From an optimization exercise on the open Yosys and OpenROAD flow, aimed at small area, a short achievable clock period and few clock cycles; shortcuts taken in it are not production practice. Power figures rest on the tool's default switching activity, not on a simulated workload.

==> inputs of v37 <==
## vwac
module vwac (
  input  wire        clk,
  input  wire        rst,         
  input  wire        bus_valid,   
  input  wire        bus_write,   
  input  wire [11:0] bus_addr,    
  input  wire [31:0] bus_wdata,
  output reg  [31:0] bus_rdata    
);
Settings: LEC_CHECK=0, CAP_MARGIN=20, CORE_MARGIN=2, CORE_UTILIZATION=30, PLACE_DENSITY=0.35, SETUP_SLACK_MARGIN=5, SLEW_MARGIN=20; clock period 11.0 ns.
run.sh (not shown) runs the stock make flow with config.mk's settings and CLKGATE_MAP_FILE= SYNTH_SCRIPT=/design/flow/synth_recipe.tcl, a recipe that flattens the netlist after the stock synthesis.
==> inputs of v18, as changes to v37 <==
--- a/flow/design.v
+++ b/flow/design.v
@@ -338,57 +338,56 @@
   wire port_free   = ~host_cin_rd;
   wire wr_ok   = wr_req & ~busy;
   wire wr_cin  = wr_ok & a_cin;
   wire wr_reg  = wr_ok & a_lo & (bus_addr[7:6] == 2'b00);
   wire wr_pay  = wr_ok & a_lo & (bus_addr[7:6] == 2'b01) & (bus_addr[5:4] == 2'b00);
   wire wr_cmd  = wr_reg & (bus_addr[5:2] == 4'd0) & ~fault & (bus_wdata[1:0] != 2'd0);
   wire wr_inl  = wr_reg & (bus_addr[5:2] == 4'd3);
   wire wr_hdr  = wr_reg & (bus_addr[5:2] == 4'd4);
-  wire [5:0]  port_idx = host_cin_rd ? a_k : r;
-  wire [15:0] port_q   = char_in[port_idx];
+  reg  [63:0] psel;
+  reg  [15:0] port_q;
+  integer e;
+  always @* begin
+    port_q = 16'd0;
+    for (e = 0; e < 64; e = e + 1) begin
+      psel[e] = host_cin_rd ? (a_k == e) : (r == e);
+      port_q  = port_q | ({16{psel[e]}} & char_in[e]);
+    end
+  end
   reg  [7:0]  co_lo, co_hi;
   integer j;
   always @* begin
     co_lo = 8'd0;
     for (j = 0; j < 28; j = j + 1)
-      if (a_k[4:0] == j) co_lo = co[8*j +: 8];
+      co_lo = co_lo | ({8{a_k[4:0] == j}} & co[8*j +: 8]);
     co_hi = 8'd0;
     for (j = 0; j < 14; j = j + 1)
-      if (a_k[3:0] == j) co_hi = co[8*(14+j) +: 8];
+      co_hi = co_hi | ({8{a_k[3:0] == j}} & co[8*(14+j) +: 8]);
   end
   wire co_valid = ({1'b0, a_k} < {2'b00, out_len});
-  wire [15:0] co_unit = co_valid ? {out_wide ? co_hi : 8'h00, co_lo} : 16'd0;
-  reg [31:0] rd_val;
-  always @* begin
-    rd_val = 32'd0;
-    if (a_lo) begin
-      if (bus_addr[7:6] == 2'b00) begin
-        case (bus_addr[5:2])
-          4'd1: rd_val = {23'd0, st_ovr, st_res, fault, st_ok, st_done, busy};
-          4'd2: rd_val = 32'd112;
-          4'd3: rd_val = {16'd0, in_len};
-          4'd4: rd_val = {20'd0, hdr};
-          4'd5: rd_val = {27'd0, out_len};
-          default: rd_val = 32'd0;
-        endcase
-      end else if (bus_addr[7:6] == 2'b01) begin
-        case (bus_addr[5:2])
-          4'd0: rd_val = payload[31:0];
-          4'd1: rd_val = payload[63:32];
-          4'd2: rd_val = payload[95:64];
-          4'd3: rd_val = {16'd0, payload[111:96]};
-          default: rd_val = 32'd0;
-        endcase
-      end
-    end else if (a_cin)
-      rd_val = {16'd0, port_q};
-    else if (a_cout)
-      rd_val = {16'd0, co_unit};
-  end
+  wire [15:0] co_unit = {16{co_valid}} & {out_wide ? co_hi : 8'h00, co_lo};
+  wire a_reg = a_lo & (bus_addr[7:6] == 2'b00);
+  wire a_pay = a_lo & (bus_addr[7:6] == 2'b01) & (bus_addr[5:4] == 2'b00);
+  wire [31:0] rd_reg =
+      ({32{bus_addr[5:2] == 4'd1}} & {23'd0, st_ovr, st_res, fault, st_ok, st_done, busy})
+    | ({32{bus_addr[5:2] == 4'd2}} & 32'd112)
+    | ({32{bus_addr[5:2] == 4'd3}} & {16'd0, in_len})
+    | ({32{bus_addr[5:2] == 4'd4}} & {20'd0, hdr})
+    | ({32{bus_addr[5:2] == 4'd5}} & {27'd0, out_len});
+  wire [31:0] rd_pay =
+      ({32{bus_addr[3:2] == 2'd0}} & payload[31:0])
+    | ({32{bus_addr[3:2] == 2'd1}} & payload[63:32])
+    | ({32{bus_addr[3:2] == 2'd2}} & payload[95:64])
+    | ({32{bus_addr[3:2] == 2'd3}} & {16'd0, payload[111:96]});
+  wire [31:0] rd_val =
+      ({32{a_reg}} & rd_reg)
+    | ({32{a_pay}} & rd_pay)
+    | ({32{a_cin}} & {16'd0, port_q})
+    | ({32{a_cout}} & {16'd0, co_unit});
   always @(posedge clk)
     bus_rdata <= rd_val;
   wire [15:0] cin_d = bus_wdata[15:0] & {16{~rst}};
   genvar gi;
   generate
     for (gi = 0; gi < 64; gi = gi + 1) begin : g_cin
       always @(posedge clk)
         if (rst | (wr_cin & (a_k == gi)))
==> flow/config.mk (replaced) <==
export PLATFORM = sky130hd
export DESIGN_NAME = vwac
export DESIGN_NICKNAME = vwac
export VERILOG_FILES = /design/flow/design.v
export SDC_FILE = /design/flow/constraint.sdc
export NUM_CORES = 8
export LEC_CHECK = 0
export CAP_MARGIN = 20
export CORE_MARGIN = 2
export CORE_UTILIZATION = 55
export PLACE_DENSITY = 0.65
export SETUP_SLACK_MARGIN = 5
export SLEW_MARGIN = 20
==> inputs of v28, as changes to v37 <==
--- a/flow/design.v
+++ b/flow/design.v
@@ -311,18 +311,16 @@
   reg         a_ubad, a_upend;
   reg [3:0]   a_ub;           
   reg [1:0]   pk_mode;
   reg [3:0]   pk_id;
   reg [3:0]   pk_s;
   reg [5:0]   pk_len;
   reg [1:0]   bi;
   reg [1:0]   carry;
-  reg         v2;             
-  reg [7:0]   ins_r;
   reg [1:0]   ph;             
   reg [6:0]   bp;
   reg [2:0]   gc;
   reg [7:0]   gg;
   reg [5:0]   gn;
   reg [4:0]   nout;
   reg [1:0]   cc;
   reg [17:0]  cacc;
@@ -491,17 +489,17 @@
     case (st)
       S_IDLE, S_FAULT: rd_now = pend & port_free;
       S_ESCAN:         rd_now = ({10'd0, r} < in_len) & port_free;
       S_EPACK:         rd_now = ({10'd0, r} < in_len) & (~v | consume) & port_free;
       default:         rd_now = 1'b0;
     endcase
   end
   wire fold_now = v & fold_st;
-  wire [5:0] r_eff = r + {5'd0, pend};
+  wire [5:0] r_eff = r + {5'd0, rd_now};
   always @(posedge clk) begin
     if (rst) begin
       st <= S_IDLE;
       st_done <= 1'b0; st_ok <= 1'b0; st_ovr <= 1'b0; st_res <= 4'd0;
       in_len <= 16'd0; hdr <= 12'd0; payload <= 112'd0;
       out_len <= 5'd0; out_wide <= 1'b0;
       rec_ok <= 1'b0; rec_wide <= 1'b0; rec_n <= 5'd0;
       r <= 6'd0; pend <= 1'b0; v <= 1'b0;
@@ -568,57 +566,53 @@
               r <= 6'd0;
               a_lat <= 1'b1; a_keep <= 9'h1FF; a_unres <= 3'd0;
               a_ubad <= 1'b0; a_upend <= 1'b0; a_ub <= 4'd0;
             end
             st <= S_ESCAN;
           end else if (L_short) begin
             if (a_lat) begin
               pk_mode <= M_LATIN; pk_id <= 4'd10; pk_s <= 4'd8; pk_len <= in_len[5:0];
-              r <= 6'd0; acc <= 112'd0; bi <= 2'd0; v2 <= 1'b0;
+              r <= 6'd0; acc <= 112'd0; bi <= 2'd0;
               st <= S_EPACK;
             end else if (a_ubad | a_upend) begin
               st_done <= 1'b1; st_res <= R_BAD_U16; st <= S_FAULT;
             end else if (a_ub > 4'd14) begin
               st_done <= 1'b1; st_res <= R_NOFIT; st <= S_IDLE;
             end else begin
               pk_mode <= M_UTF; pk_id <= 4'd0; pk_s <= 4'd8; pk_len <= {2'b00, a_ub};
-              r <= 6'd0; acc <= 112'd0; bi <= 2'd0; v2 <= 1'b0;
+              r <= 6'd0; acc <= 112'd0; bi <= 2'd0;
               st <= S_EPACK;
             end
           end else if (win == 4'd0) begin
             st_done <= 1'b1; st_res <= R_NOFIT; st <= S_IDLE;
           end else begin
             pk_mode <= M_ALPHA; pk_id <= win; pk_s <= step_of(win); pk_len <= in_len[5:0];
-            r <= 6'd0; acc <= 112'd0; bi <= 2'd0; v2 <= 1'b0;
+            r <= 6'd0; acc <= 112'd0; bi <= 2'd0;
             st <= S_EPACK;
           end
         end
         S_ESCAN: begin
           if (({10'd0, r} == in_len) && !v) st <= S_ESTART;
         end
         S_EPACK: begin
           if (v) begin
             if (pk_mode == M_UTF) begin
               bi <= pk_last ? 2'd0 : bi + 2'd1;
               if (u_hs && bi == 2'd1) carry <= hs_w[1:0];
             end
-            ins_r <= (pk_mode == M_ALPHA) ? {1'b0, pk_code} :
-                     (pk_mode == M_UTF)   ? ubyte : u_r[7:0];
-          end
-          v2 <= v;
-          if (v2)
-            case (pk_s)
-              4'd4:    acc <= {acc[107:0], ins_r[3:0]};
-              4'd5:    acc <= {acc[106:0], ins_r[4:0]};
-              4'd6:    acc <= {acc[105:0], ins_r[5:0]};
-              4'd7:    acc <= {acc[104:0], ins_r[6:0]};
-              default: acc <= {acc[103:0], ins_r[7:0]};
+            case (pk_mode == M_ALPHA ? pk_s : 4'd8)
+              4'd4:    acc <= {acc[107:0], pk_code[3:0]};
+              4'd5:    acc <= {acc[106:0], pk_code[4:0]};
+              4'd6:    acc <= {acc[105:0], pk_code[5:0]};
+              4'd7:    acc <= {acc[104:0], pk_code[6:0]};
+              default: acc <= {acc[103:0], (pk_mode == M_UTF) ? ubyte : u_r[7:0]};
             endcase
-          if (({10'd0, r} == in_len) && !v) st <= S_ECOMMIT;
+          end
+          if (({10'd0, r} == in_len) && (!v || consume)) st <= S_ECOMMIT;
         end
         S_ECOMMIT: begin
           hdr <= {2'b10, pk_id, pk_len};
           payload <= acc;
           for (j = 0; j < 14; j = j + 1) begin
             acc[8*j +: 8] <= char_in[j][7:0];
             stg[8*j +: 8] <= (pk_mode == M_UTF) ? char_in[j][15:8] : char_in[14+j][7:0];
           end
==> flow/config.mk (replaced) <==
export PLATFORM = sky130hd
export DESIGN_NAME = vwac
export DESIGN_NICKNAME = vwac
export VERILOG_FILES = /design/flow/design.v
export SDC_FILE = /design/flow/constraint.sdc
export NUM_CORES = 8
export LEC_CHECK = 0
export CAP_MARGIN = 20
export CORE_MARGIN = 2
export CORE_UTILIZATION = 30
export PLACE_DENSITY = 0.35
export SLEW_MARGIN = 20
==> metrics.md <==
| Metric | Value |
|---|---|
| Synth cell count leaders | `edfxtp_1 (1,571), nand2_1 (702), nor2_1 (644)` |
| Critical Path Fanout Max | `74` |
| Vias/cell | `6.39` |
| Multi-input combinational area share | `33.5%` |
| Run status | `timing/DRC/antenna clean` |
# the run above: v28

==> metrics.md <==
| Metric | Value |
|---|---|
| Run status | `timing/DRC/antenna clean` |
| Vias/cell | `6.28` |
| Synth cell count leaders | `edfxtp_1 (1,580), nand2_1 (773), nor2_1 (600)` |
| Critical Path Fanout Max | `21` |
| Multi-input combinational area share | `33.0%` |
# the run above: v37

==> metrics.md <==
| Metric | Value |
|---|---|
| Bufs w/o clock | `377` |
| Multi-input combinational area share | `33.3%` |
| Synth cell count leaders | `edfxtp_1 (1,580), nand2_1 (764), nor2_1 (470)` |
| Power Internal | `0.0114 W` |
| Vias/cell | `7.67` |
| Worst Hold End | `co[221]` |
| Run status | `timing/DRC/antenna clean` |
# the run above: v18

No functional check of the RTL was part of any run of this note.

[afterwards: timing with drivers on the ports]
The results above use ideal ports. As a check the final layouts listed here were re-extracted and re-timed, cells and wires unchanged.
Step 1: set_driving_cell puts a clkbuf_16 on clk and a buf_2 on each other input, an assumption about the parent block.
Step 2 moves the port delays by t, midway between the first and last clock arrival at a register: inputs arrive t later, outputs are due t later. That takes back most of the time a late clock gives input paths.
Three values: ideal, step 1, step 2; two values: the first two.
run	t (ns)	slack for setup (ns)	hold WS [ns]	slew at the worst register clock pin (ns)	pins driven straight from the clock port
v37	0.990	4.876 / 4.927 / 3.937	0.421 / 0.421 / 0.421	0.07 / 0.07	1
v18	0.944	4.835 / 4.807 / 3.863	0.420 / 0.420 / 0.420	0.08 / 0.08	1
v28	0.993	3.149 / 3.215 / 2.222	0.417 / 0.417 / 0.417	0.07 / 0.07	1
After both steps every run listed still meets setup and hold. For v18, which loses most, drivers alone change the setup slack by -0.028 ns; drivers and shift together by -0.972 ns.
